This design comes from an exercise in tuning for small area, a short achievable clock period and few clock cycles per item on the open sky130 flow, not from production work. Function was checked by simulation only, so behaviour that the tests miss may differ from the original. Power is estimated from default activity; no workload was simulated.

Design emu_cpu, start of the top module:
module emu_cpu (
    input  wire        clk,
    input  wire        rst,
    input  wire        tick,
    input  wire        warm,
    output reg         busy,
    output reg         done,
    output reg         mem_re,
    output reg         mem_we,
    output wire [15:0] mem_addr,
    output wire [7:0]  mem_wdata,
    input  wire [7:0]  mem_rdata,
    output wire [15:0] pc,
    output reg  [7:0]  a,
    output wire [7:0]  p,
    output reg         halted,
    output wire [31:0] total_cycles
);
    localparam [15:0] BOOT_PC      = 16'h8000;
    localparam [15:0] RESET_VECTOR = 16'hFFFC;
    localparam [1:0] E_OP  = 2'd0,
                     E_IMM = 2'd1,
                     E_LO  = 2'd2,
                     E_HI  = 2'd3;
    reg [15:0] f;
    reg [7:0]  hi;
    reg [7:0]  lo;
    reg        run;         
    reg        fin;         
    reg [1:0]  e;
    reg        is_jmp;      
    reg        is_sta;      
    reg        wflag;       
    reg        arr_q;       
    reg        ea_q;        
    reg        data_q;      
    reg        match_q;     
    reg [2:0]  pend;        
    reg [11:0] frame;       
    reg [7:0]  tlo;         
    reg [23:0] thi;         
    reg        tc_q;        
    reg        zf, nf;
    assign mem_addr     = f;
    assign pc           = f;
    assign p            = {nf, 5'b00000, zf, 1'b0};
    assign mem_wdata    = a;
    assign total_cycles = {thi, tlo};
    wire arr     = arr_q & ~match_q;
    wire arr_op  = arr & (e == E_OP);
    wire arr_imm = arr & (e == E_IMM);
  ...
export LEC_CHECK = 0
export ABC_AREA = 1
export CAP_MARGIN = 20
export CORE_MARGIN = 2
export CORE_UTILIZATION = 50
export PLACE_DENSITY = 0.65
export SETUP_SLACK_MARGIN = 3.0
export SLEW_MARGIN = 20
create_clock -name core_clock -period 5.0 [get_ports {clk}]
standard.sh (not shown) runs the stock make flow with config.mk's settings and CLKGATE_MAP_FILE= SYNTH_SCRIPT=/design/flow/synth_recipe.tcl, a recipe that flattens the netlist after the stock synthesis.
==> flow/flow/run.sh <==
#!/bin/bash
# Standard layout, with every port buffered by sky130_fd_sc_hd__buf_1.
set -euo pipefail
bash standard.sh BUFFER_PORTS_ARGS="-buffer_cell sky130_fd_sc_hd__buf_1" finish > standard.log 2>&1
Testbench counts at the start, summed over its fixed seeds: cycles 128,529, ticks 80.
==> next run, changes <==
Settings changed: CORE_UTILIZATION 50 to 40, PLACE_DENSITY 0.65 to 0.6, SETUP_SLACK_MARGIN 3.0 to 2.9.
Routed wire length goes down by 3.2%.
Global-route usage goes down by 3.5 points.
Clock power goes down by about 3%.
Flip-flop and latch count does not change.
Final cell count goes up by 2.7%.
First-iteration DRC count goes up by 4.1%.
Worst setup slack gets better by 0.0069 ns.
Total power goes down by 1.7%.
Critical path depth goes down by 12.
==> next run, changes <==
Settings changed: CORE_UTILIZATION 40 to 60, PLACE_DENSITY 0.6 to 0.75.
Cell area falls by 1.6%.
Via count rises by 3.7%.
Worst setup slack degrades by 0.024 ns.
==> next run, changes <==
==> flow/flow/run.sh (replaced) <==
#!/bin/bash
# Standard layout, except: every port is buffered by sky130_fd_sc_hd__buf_1;
# synthesis maps adders as plain logic (no Kogge-Stone carry map, no full- or
# half-adder extraction); and ABC's area script (used with ABC_AREA 1) is
# replaced by flow/abc_area.script. Registers are mapped exactly as in the
# standard synthesis (only the combinational mapping differs).
set -euo pipefail
W=$PWD
rm -rf "$W/scripts_mod"
cp -r "$FLOW_HOME/scripts" "$W/scripts_mod"
cp "$W/flow/abc_area.script" "$W/scripts_mod/abc_area.script"
bash standard.sh SCRIPTS_DIR="$W/scripts_mod" ADDER_MAP_FILE= SYNTH_OPERATIONS_ARGS=-nordff \
    BUFFER_PORTS_ARGS="-buffer_cell sky130_fd_sc_hd__buf_1" finish > standard.log 2>&1
==> flow/flow/abc_area.script (new file) <==
strash
&get -n
&fraig -x
&put
scorr
dc2
dretime
strash
&get -n
&dch -f
&nf -D 800
&put
buffer -p
upsize -D 800
dnsize -D 800
stime -p
Settings changed: CORE_UTILIZATION 60 to 40, PLACE_DENSITY 0.75 to 0.6, SETUP_SLACK_MARGIN 2.9 to 3.0.
Result: Wire length is lower by 4.5%; global-route usage is lower by 8.0 points; clock-buffer cell count is unchanged; non-clock buffer count is higher by 22; sequential share of layout area is higher by 0.19 points; area after synthesis is lower by 9.8%.

emu_cpu again, from the RTL that the note above started with.
==> flow/config.mk <==
export PLATFORM = sky130hd
export DESIGN_NAME = emu_cpu
export DESIGN_NICKNAME = emu_cpu
export VERILOG_FILES = /design/flow/design.v
export SDC_FILE = /design/flow/constraint.sdc
export NUM_CORES = 4
export LEC_CHECK = 0
export ABC_AREA = 1
export CAP_MARGIN = 20
export CORE_MARGIN = 2
export CORE_UTILIZATION = 40
export PLACE_DENSITY = 0.6
export SETUP_SLACK_MARGIN = 3.0
export SLEW_MARGIN = 20
==> flow/constraint.sdc <==
create_clock -name core_clock -period 5.0 [get_ports {clk}]
set_input_delay 1.0000 -clock core_clock [delete_from_list [all_inputs] [get_ports {clk}]]
set_output_delay 1.0000 -clock core_clock [all_outputs]
set_load 0.01 [all_outputs]
==> flow/flow/run.sh <==
#!/bin/bash
# Standard layout, except: every port is buffered by sky130_fd_sc_hd__buf_1,
# and synthesis maps adders as plain logic (no Kogge-Stone carry map, no
# full- or half-adder extraction). Registers are mapped exactly as in the
# standard synthesis; only the combinational mapping differs.
set -euo pipefail
bash standard.sh ADDER_MAP_FILE= SYNTH_OPERATIONS_ARGS=-nordff \
    BUFFER_PORTS_ARGS="-buffer_cell sky130_fd_sc_hd__buf_1" finish > standard.log 2>&1
The first run completed with no timing, DRC or antenna violations.
Testbench counts at the start, summed over its fixed seeds: cycles 128,529, ticks 80.
Change:
==> flow/flow/run.sh (replaced) <==
#!/bin/bash
# Standard layout, with every port buffered by sky130_fd_sc_hd__buf_1.
set -euo pipefail
bash standard.sh BUFFER_PORTS_ARGS="-buffer_cell sky130_fd_sc_hd__buf_1" finish > standard.log 2>&1
=> The changed run finished with timing, DRC and antenna clean. Wire length went down by 5.0%. Critical path depth falls by 10. First-iteration DRC count is lower by 5.9%. Sequential cell count does not change. Setup slack improves by 19 ps. Hold slack gains 6.3 ps. Power fell by 3.5%. Via count went down by 0.67%. Non-clock buffer count went up by 1. Die area increases by 3.5%. Sequential power rises by about 0.4%.

emu_cpu again, from the RTL that the note above started with.
export LEC_CHECK = 0
export ABC_AREA = 1
export CAP_MARGIN = 20
export CORE_MARGIN = 2
export CORE_UTILIZATION = 40
export GPL_TIMING_DRIVEN = 1
export PLACE_DENSITY = 0.6
export SETUP_SLACK_MARGIN = 3.0
export SLEW_MARGIN = 20
create_clock -name core_clock -period 5.0 [get_ports {clk}]
==> flow/flow/run.sh <==
#!/bin/bash
# Standard layout, with every port buffered by sky130_fd_sc_hd__buf_1.
set -euo pipefail
bash standard.sh BUFFER_PORTS_ARGS="-buffer_cell sky130_fd_sc_hd__buf_1" finish > standard.log 2>&1
Testbench counts at the start, summed over its fixed seeds: cycles 128,529, ticks 80.
Change:
==> flow/flow/run.sh (replaced) <==
#!/bin/bash
# Standard layout, except: every port is buffered by sky130_fd_sc_hd__buf_1;
# synthesis maps adders as plain logic (no Kogge-Stone carry map, no full- or
# half-adder extraction); and ABC's area script (used with ABC_AREA 1) is
# replaced by flow/abc_area.script. Registers are mapped exactly as in the
# standard synthesis (only the combinational mapping differs).
set -euo pipefail
W=$PWD
rm -rf "$W/scripts_mod"
cp -r "$FLOW_HOME/scripts" "$W/scripts_mod"
cp "$W/flow/abc_area.script" "$W/scripts_mod/abc_area.script"
bash standard.sh SCRIPTS_DIR="$W/scripts_mod" ADDER_MAP_FILE= SYNTH_OPERATIONS_ARGS=-nordff \
    BUFFER_PORTS_ARGS="-buffer_cell sky130_fd_sc_hd__buf_1" finish > standard.log 2>&1
==> flow/flow/abc_area.script (new file) <==
strash
&get -n
&fraig -x
&put
scorr
dc2
dretime
strash
&get -n
&dch -f
&nf -D 500
&put
buffer -p
upsize -D 500
dnsize -D 500
stime -p
- GPL_TIMING_DRIVEN: 1 -> not set
Count of clock-buffer cells in the layout does not change.
Area after synthesis shrinks by 9.8%.
Worst setup slack is worse by 0.50 ns.
Synthesized cell count is lower by 25%.
Via count shrinks by 11%.
Global-route usage shrinks by 0.17 points.
Non-clock buffer count increases by 22.
Change:
==> flow/flow/run.sh (replaced) <==
#!/bin/bash
# Standard layout, with every port buffered by sky130_fd_sc_hd__buf_1.
set -euo pipefail
bash standard.sh BUFFER_PORTS_ARGS="-buffer_cell sky130_fd_sc_hd__buf_1" finish > standard.log 2>&1
- CTS_BUF_LIST: not set -> sky130_fd_sc_hd__clkbuf_8
removed: flow/flow/abc_area.script
=> The changed run completed with no timing, DRC or antenna violations; worst hold slack gets better by 0.0096 ns; worst setup slack gets better by 0.50 ns; total power falls by roughly a tenth; final area rises by a few percent.

job 5909:
emu_cpu, a different RTL version from the one above (not shown whole).
Size: about 610 cells after synthesis, about 100 flip-flops, roughly 110 I/O pins, roughly 0.0055 mm^2 of cells after synthesis.
==> flow/design.v (excerpt) <==
module emu_cpu (
    input  wire        clk,
    input  wire        rst,
    input  wire        tick,
    input  wire        warm,
    output wire        busy,
    output reg         done,
    output wire        mem_re,
    output wire        mem_we,
    output wire [15:0] mem_addr,
    output wire [7:0]  mem_wdata,
    input  wire [7:0]  mem_rdata,
    output wire [15:0] pc,
    output reg  [7:0]  a,
    output wire [7:0]  p,
    output reg         halted,
    output reg  [31:0] total_cycles
);
clock: 5.0 ns
lec_check: 0
cap_margin: 20
core_margin: 2
core_utilization: 40
place_density: 0.6
slew_margin: 20
==> flow/flow/run.sh <==
#!/bin/bash
# Standard layout, with every port buffered by sky130_fd_sc_hd__buf_2.
set -euo pipefail
bash standard.sh BUFFER_PORTS_ARGS="-buffer_cell sky130_fd_sc_hd__buf_2" finish > standard.log 2>&1
Job 5909 finished end to end and its layout was clean on timing, DRC and antenna.
Testbench counts of job 5909, summed over its fixed seeds: cycles 128,529, ticks 80.
Edits applied to the flow inputs when going from job 5909 to job 1780:
==> flow/flow/run.sh <==
#!/bin/bash
# Standard layout, with every port buffered by sky130_fd_sc_hd__buf_1.
set -euo pipefail
bash standard.sh BUFFER_PORTS_ARGS="-buffer_cell sky130_fd_sc_hd__buf_1" finish > standard.log 2>&1
Findings:
- Per the final summary, job 1780 finished and its layout is clean on timing, DRC and antenna.
- Lower non-clock buffer instance count of the final layout among job 1780 and job 5909: job 1780
- Summary — met1 track demand over resource in global routing, job 1780 relative to job 5909: lower, by 0.62 points.
- Of job 1780 and job 5909, the higher via count normalized by instance count belongs to job 1780.
- Compared with job 5909, job 1780 shows core utilization lower by 1.1 points.
Input changes introduced in job 7456 (baseline for comparison: job 1780):
- an added SETUP_SLACK_MARGIN of 3.0
==> flow/run.sh (new file) <==
#!/bin/bash
# synth_recipe.tcl (not shown) runs the flow's synth.tcl, then flattens the netlist and writes it again
# the make line also repeats each setting of config.mk as NAME=value (left out here)
make -C /OpenROAD-flow-scripts/flow DESIGN_CONFIG=/design/flow/config.mk WORK_HOME=/design/flow/orfs CLKGATE_MAP_FILE= SYNTH_SCRIPT=/design/flow/synth_recipe.tcl finish
removed: flow/flow/run.sh
removed: flow/standard.sh
[summary]
Job 7456 reached the end of the flow, and the finished layout is clean on the timing, design-rule and antenna checks.
Per the comparison of job 7456 with job 1780, transition at the pin with the smallest max-transition slack lower; total vias in the final route went up by 623; design area saw an increase; overall fraction of global-route tracks in use went up; final sequential cell count held.
Job 7456 vs. job 1780: global-route met3 utilization +1.5 points; final cell count +102.

== build 88 ==
RTL: one of the versions met above, not the one the previous note started from.
Size in the first run: ~110 flip-flops, roughly 110 I/O pins, roughly 5700 um^2 of cells after synthesis.
// emu_cpu
module emu_cpu (
    input  wire        clk,
    input  wire        rst,
    input  wire        tick,
    input  wire        warm,
    output reg         busy,
    output reg         done,
    output reg         mem_re,
    output reg         mem_we,
    output wire [15:0] mem_addr,
    output wire [7:0]  mem_wdata,
    input  wire [7:0]  mem_rdata,
    output wire [15:0] pc,
    output reg  [7:0]  a,
    output wire [7:0]  p,
    output reg         halted,
    output wire [31:0] total_cycles
);
==> flow/config.mk <==
export PLATFORM = sky130hd
export DESIGN_NAME = emu_cpu
export DESIGN_NICKNAME = emu_cpu
export VERILOG_FILES = /design/flow/design.v
export SDC_FILE = /design/flow/constraint.sdc
export NUM_CORES = 4
export LEC_CHECK = 0
export ABC_AREA = 1
export CAP_MARGIN = 20
export CORE_MARGIN = 2
export CORE_UTILIZATION = 40
export PLACE_DENSITY = 0.6
export SETUP_SLACK_MARGIN = 3.05
export SLEW_MARGIN = 20
==> flow/constraint.sdc <==
create_clock -name core_clock -period 5.0 [get_ports {clk}]
set_input_delay 1.0000 -clock core_clock [delete_from_list [all_inputs] [get_ports {clk}]]
set_output_delay 1.0000 -clock core_clock [all_outputs]
set_load 0.01 [all_outputs]
==> flow/flow/run.sh <==
#!/bin/bash
# Standard layout, with every port buffered by sky130_fd_sc_hd__buf_1.
set -euo pipefail
bash standard.sh BUFFER_PORTS_ARGS="-buffer_cell sky130_fd_sc_hd__buf_1" finish > standard.log 2>&1
Testbench counts of build 88, summed over its fixed seeds: cycles 128,529, ticks 80.
> inputs changed (build 88 -> build 29)
# build 88
export LEC_CHECK = 0
export ABC_AREA = 1
export CAP_MARGIN = 20
export CORE_MARGIN = 2
export CORE_UTILIZATION = 40
export PLACE_DENSITY = 0.6
export SETUP_SLACK_MARGIN = 3.05
export SLEW_MARGIN = 20
create_clock -name core_clock -period 5.0 [get_ports {clk}]
# build 29
export LEC_CHECK = 0
export ABC_AREA = 1
export CAP_MARGIN = 20
export CORE_MARGIN = 2
export CORE_UTILIZATION = 40
export PLACE_DENSITY = 0.6
export SETUP_SLACK_MARGIN = 3.2
export SLEW_MARGIN = 20
create_clock -name core_clock -period 5.0 [get_ports {clk}]
[compare] base=build 88 new=build 29: detail-routed via count per cell up 0.035, post-route worst setup slack up 0.029 ns, net switching share of the total power flat.
Against build 88 as the reference, build 29 delivers a higher fraction of power consumed by combinational cells.
f[8]$_SDFF_PP0_ as the capturing instance or port of the critical path was reported by build 29, and mem_addr[0] by build 88.
Summary of build 29 over build 88: overall via count from detail_route up 484; per-cell routed wire length rose 8.0%; global-route usage moved up; standby leakage power shows an increase of 0.97 nW.
#### Input delta (build 40 over build 29)
# build 29
export LEC_CHECK = 0
export ABC_AREA = 1
export CAP_MARGIN = 20
export CORE_MARGIN = 2
export CORE_UTILIZATION = 40
export PLACE_DENSITY = 0.6
export SETUP_SLACK_MARGIN = 3.2
export SLEW_MARGIN = 20
create_clock -name core_clock -period 5.0 [get_ports {clk}]
# build 40
export LEC_CHECK = 0
export ABC_AREA = 1
export CAP_MARGIN = 20
export CORE_MARGIN = 2
export CORE_UTILIZATION = 40
export PLACE_DENSITY = 0.6
export SETUP_SLACK_MARGIN = 2.9
export SLEW_MARGIN = 20
create_clock -name core_clock -period 5.0 [get_ports {clk}]
==> flow/flow/run.sh <==
#!/bin/bash
# Standard layout, except: every port is buffered by sky130_fd_sc_hd__buf_1,
# and synthesis maps adders as plain logic (no Kogge-Stone carry map, no
# full- or half-adder extraction). Registers are mapped exactly as in the
# standard synthesis; only the combinational mapping differs.
set -euo pipefail
bash standard.sh ADDER_MAP_FILE= SYNTH_OPERATIONS_ARGS=-nordff \
    BUFFER_PORTS_ARGS="-buffer_cell sky130_fd_sc_hd__buf_1" finish > standard.log 2>&1
Notes after the runs:
- Per the final summary, build 29 finished and its layout is clean on timing, DRC and antenna.
- Looking at the reports, build 40 completed the entire flow and the layout it produced met the timing, design-rule and antenna checks.
- STATUS global-route wire length before repair: build 40 wins against build 29
- The sequential share of layout area of build 40 exceeds that of build 29 by 7.9 points.
- Compared with build 29, build 40 shows a detailed-route wire length per cell that is 0.57 um lower.
- met5 as the highest signal layer in the routed design was reported by build 29, and met4 by build 40.
- The standard cells in build 40 occupy less silicon area than those in build 29 do.
- Horizontal die dimension: build 40 < build 29
- From build 29 to build 40 the numbers moved as follows: final critical-path setup slack fell by 0.092 ns, final standard cell count with taps included and fillers excluded moved down, end-of-flow core utilization dropped 14 points.
- Build 40 vs build 29 — core area dropped about 4%.
> inputs changed (build 40 -> build 89)
# build 40
export LEC_CHECK = 0
export ABC_AREA = 1
export CAP_MARGIN = 20
export CORE_MARGIN = 2
export CORE_UTILIZATION = 40
export PLACE_DENSITY = 0.6
export SETUP_SLACK_MARGIN = 2.9
export SLEW_MARGIN = 20
create_clock -name core_clock -period 5.0 [get_ports {clk}]
# build 89
export LEC_CHECK = 0
export ABC_AREA = 1
export CAP_MARGIN = 20
export CORE_MARGIN = 2
export CORE_UTILIZATION = 40
export CTS_BUF_LIST = sky130_fd_sc_hd__clkbuf_8
export PLACE_DENSITY = 0.6
export SETUP_SLACK_MARGIN = 2.9
export SLEW_MARGIN = 20
create_clock -name core_clock -period 5.0 [get_ports {clk}]
==> flow/flow/run.sh <==
#!/bin/bash
# Standard layout, with every port buffered by sky130_fd_sc_hd__buf_1.
set -euo pipefail
bash standard.sh BUFFER_PORTS_ARGS="-buffer_cell sky130_fd_sc_hd__buf_1" finish > standard.log 2>&1
## What came out
Comparing build 40 and build 89, multi-input logic portion of the cell area is lower on build 40.
Looking at final setup slack of the worst path across both flows, build 89 is the stronger of the two, with build 40 trailing.
Min relative contribution of sequential cells to total power across build 40 and build 89: build 40
Die outline width (higher): build 89
Inputs modified between build 89 and build 66:
# build 89
export LEC_CHECK = 0
export ABC_AREA = 1
export CAP_MARGIN = 20
export CORE_MARGIN = 2
export CORE_UTILIZATION = 40
export CTS_BUF_LIST = sky130_fd_sc_hd__clkbuf_8
export PLACE_DENSITY = 0.6
export SETUP_SLACK_MARGIN = 2.9
export SLEW_MARGIN = 20
create_clock -name core_clock -period 5.0 [get_ports {clk}]
# build 66
export LEC_CHECK = 0
export ABC_AREA = 1
export CAP_MARGIN = 20
export CORE_MARGIN = 2
export CORE_UTILIZATION = 40
export PLACE_DENSITY = 0.6
export SETUP_SLACK_MARGIN = 2.95
export SLEW_MARGIN = 20
create_clock -name core_clock -period 5.0 [get_ports {clk}]
==> comparison <==
Multi-input combinational cell area: higher on build 66
Relative to build 89, the cell area of build 66 is higher by 2.4%.
~same fraction of the cycle the final worst path needs in build 66 and build 89
The run showing the greater overall global routing resource usage is build 66.
In build 66, total routed wire length on the met1 layer is lower than in build 89.
Clock network fraction of total power was lower in the run labelled build 89.
Input changes introduced in build 43 (baseline for comparison: build 66):
# build 66
export LEC_CHECK = 0
export ABC_AREA = 1
export CAP_MARGIN = 20
export CORE_MARGIN = 2
export CORE_UTILIZATION = 40
export PLACE_DENSITY = 0.6
export SETUP_SLACK_MARGIN = 2.95
export SLEW_MARGIN = 20
create_clock -name core_clock -period 5.0 [get_ports {clk}]
# build 43
export LEC_CHECK = 0
export ABC_AREA = 1
export CAP_MARGIN = 20
export CORE_MARGIN = 2
export CORE_UTILIZATION = 40
export PLACE_DENSITY = 0.8
export SETUP_SLACK_MARGIN = 3.0
export SLEW_MARGIN = 20
create_clock -name core_clock -period 5.0 [get_ports {clk}]
Results
- Going from build 66 to build 43, total power grew slightly.
- Sort build 43 and build 66 by peak fanout along the critical path, descending, and build 66 comes first.
- Compared with build 66, build 43 has extra setup slack.
- Build 66 → build 43: final instance count without filler cells held steady, internal power summed over all cells rose about 2.4%, worst reg2reg path depth +6.
- Run comparison: build 66 timing startpoint of the critical path mem_rdata[4]; build 43 timing startpoint of the critical path f[0]$_SDFF_PP0_

## what the ideal ports hide
The flow's constraints put no driver on any port. The routed layouts listed below were extracted and timed again, unchanged, in two steps.
Step 1 assumes that a clkbuf_16 drives the clock port and a buf_2 every other input.
Step 2 also shifts input and output timing later by t, the mid clock arrival at the registers, as if the neighbouring blocks saw the same clock.
Slacks: no drivers / after step 1 / after step 2; pairs: no drivers / after step 1.
run | shift t [ns] | setup slack, ns | clock arrival spread, ns | cell pins on the clock port's net
the first run of note 1 | 0.389 | 2.959 / 2.959 / 2.662 | 0.008 / 0.008 | 1
the second run of note 1 | 0.396 | 2.965 / 2.922 / 2.645 | 0.006 / 0.006 | 1
the third run of note 1 | 0.394 | 2.942 / 2.915 / 2.556 | 0.018 / 0.018 | 1
the fourth run of note 1 | 0.380 | 2.529 / 2.529 / 2.253 | 0.008 / 0.008 | 1
the first run of note 2 | 0.393 | 3.014 / 3.014 / 2.722 | 0.011 / 0.011 | 1
the second run of note 2 | 0.389 | 3.032 / 2.993 / 2.709 | 0.010 / 0.010 | 1
the first run of note 3 | 0.389 | 3.032 / 2.993 / 2.709 | 0.010 / 0.010 | 1
the second run of note 3 | 0.380 | 2.529 / 2.529 / 2.253 | 0.008 / 0.008 | 1
the third run of note 3 | 0.414 | 3.028 / 2.994 / 2.689 | 0.016 / 0.016 | 1
job 5909 | 0.390 | 2.291 / 2.312 / 1.922 | 0.009 / 0.009 | 1
job 1780 | 0.392 | 2.344 / 2.319 / 1.970 | 0.010 / 0.011 | 1
job 7456 | 0.391 | 2.347 / 2.305 / 2.585 | 0.009 / 0.008 | 1
build 88 | 0.390 | 3.027 / 2.988 / 2.727 | 0.009 / 0.009 | 1
build 29 | 0.397 | 3.055 / 3.019 / 2.780 | 0.011 / 0.011 | 1
build 40 | 0.383 | 2.963 / 2.925 / 2.610 | 0.008 / 0.008 | 1
build 89 | 0.431 | 2.967 / 2.929 / 2.610 | 0.012 / 0.012 | 1
build 66 | 0.394 | 2.968 / 2.940 / 2.593 | 0.006 / 0.006 | 1
build 43 | 0.387 | 3.010 / 2.968 / 2.687 | 0.007 / 0.008 | 1
After both steps setup and hold are still met in every run listed. For the third run of note 1, which loses most, drivers alone change the setup slack by -0.027 ns; drivers and shift together by -0.386 ns.
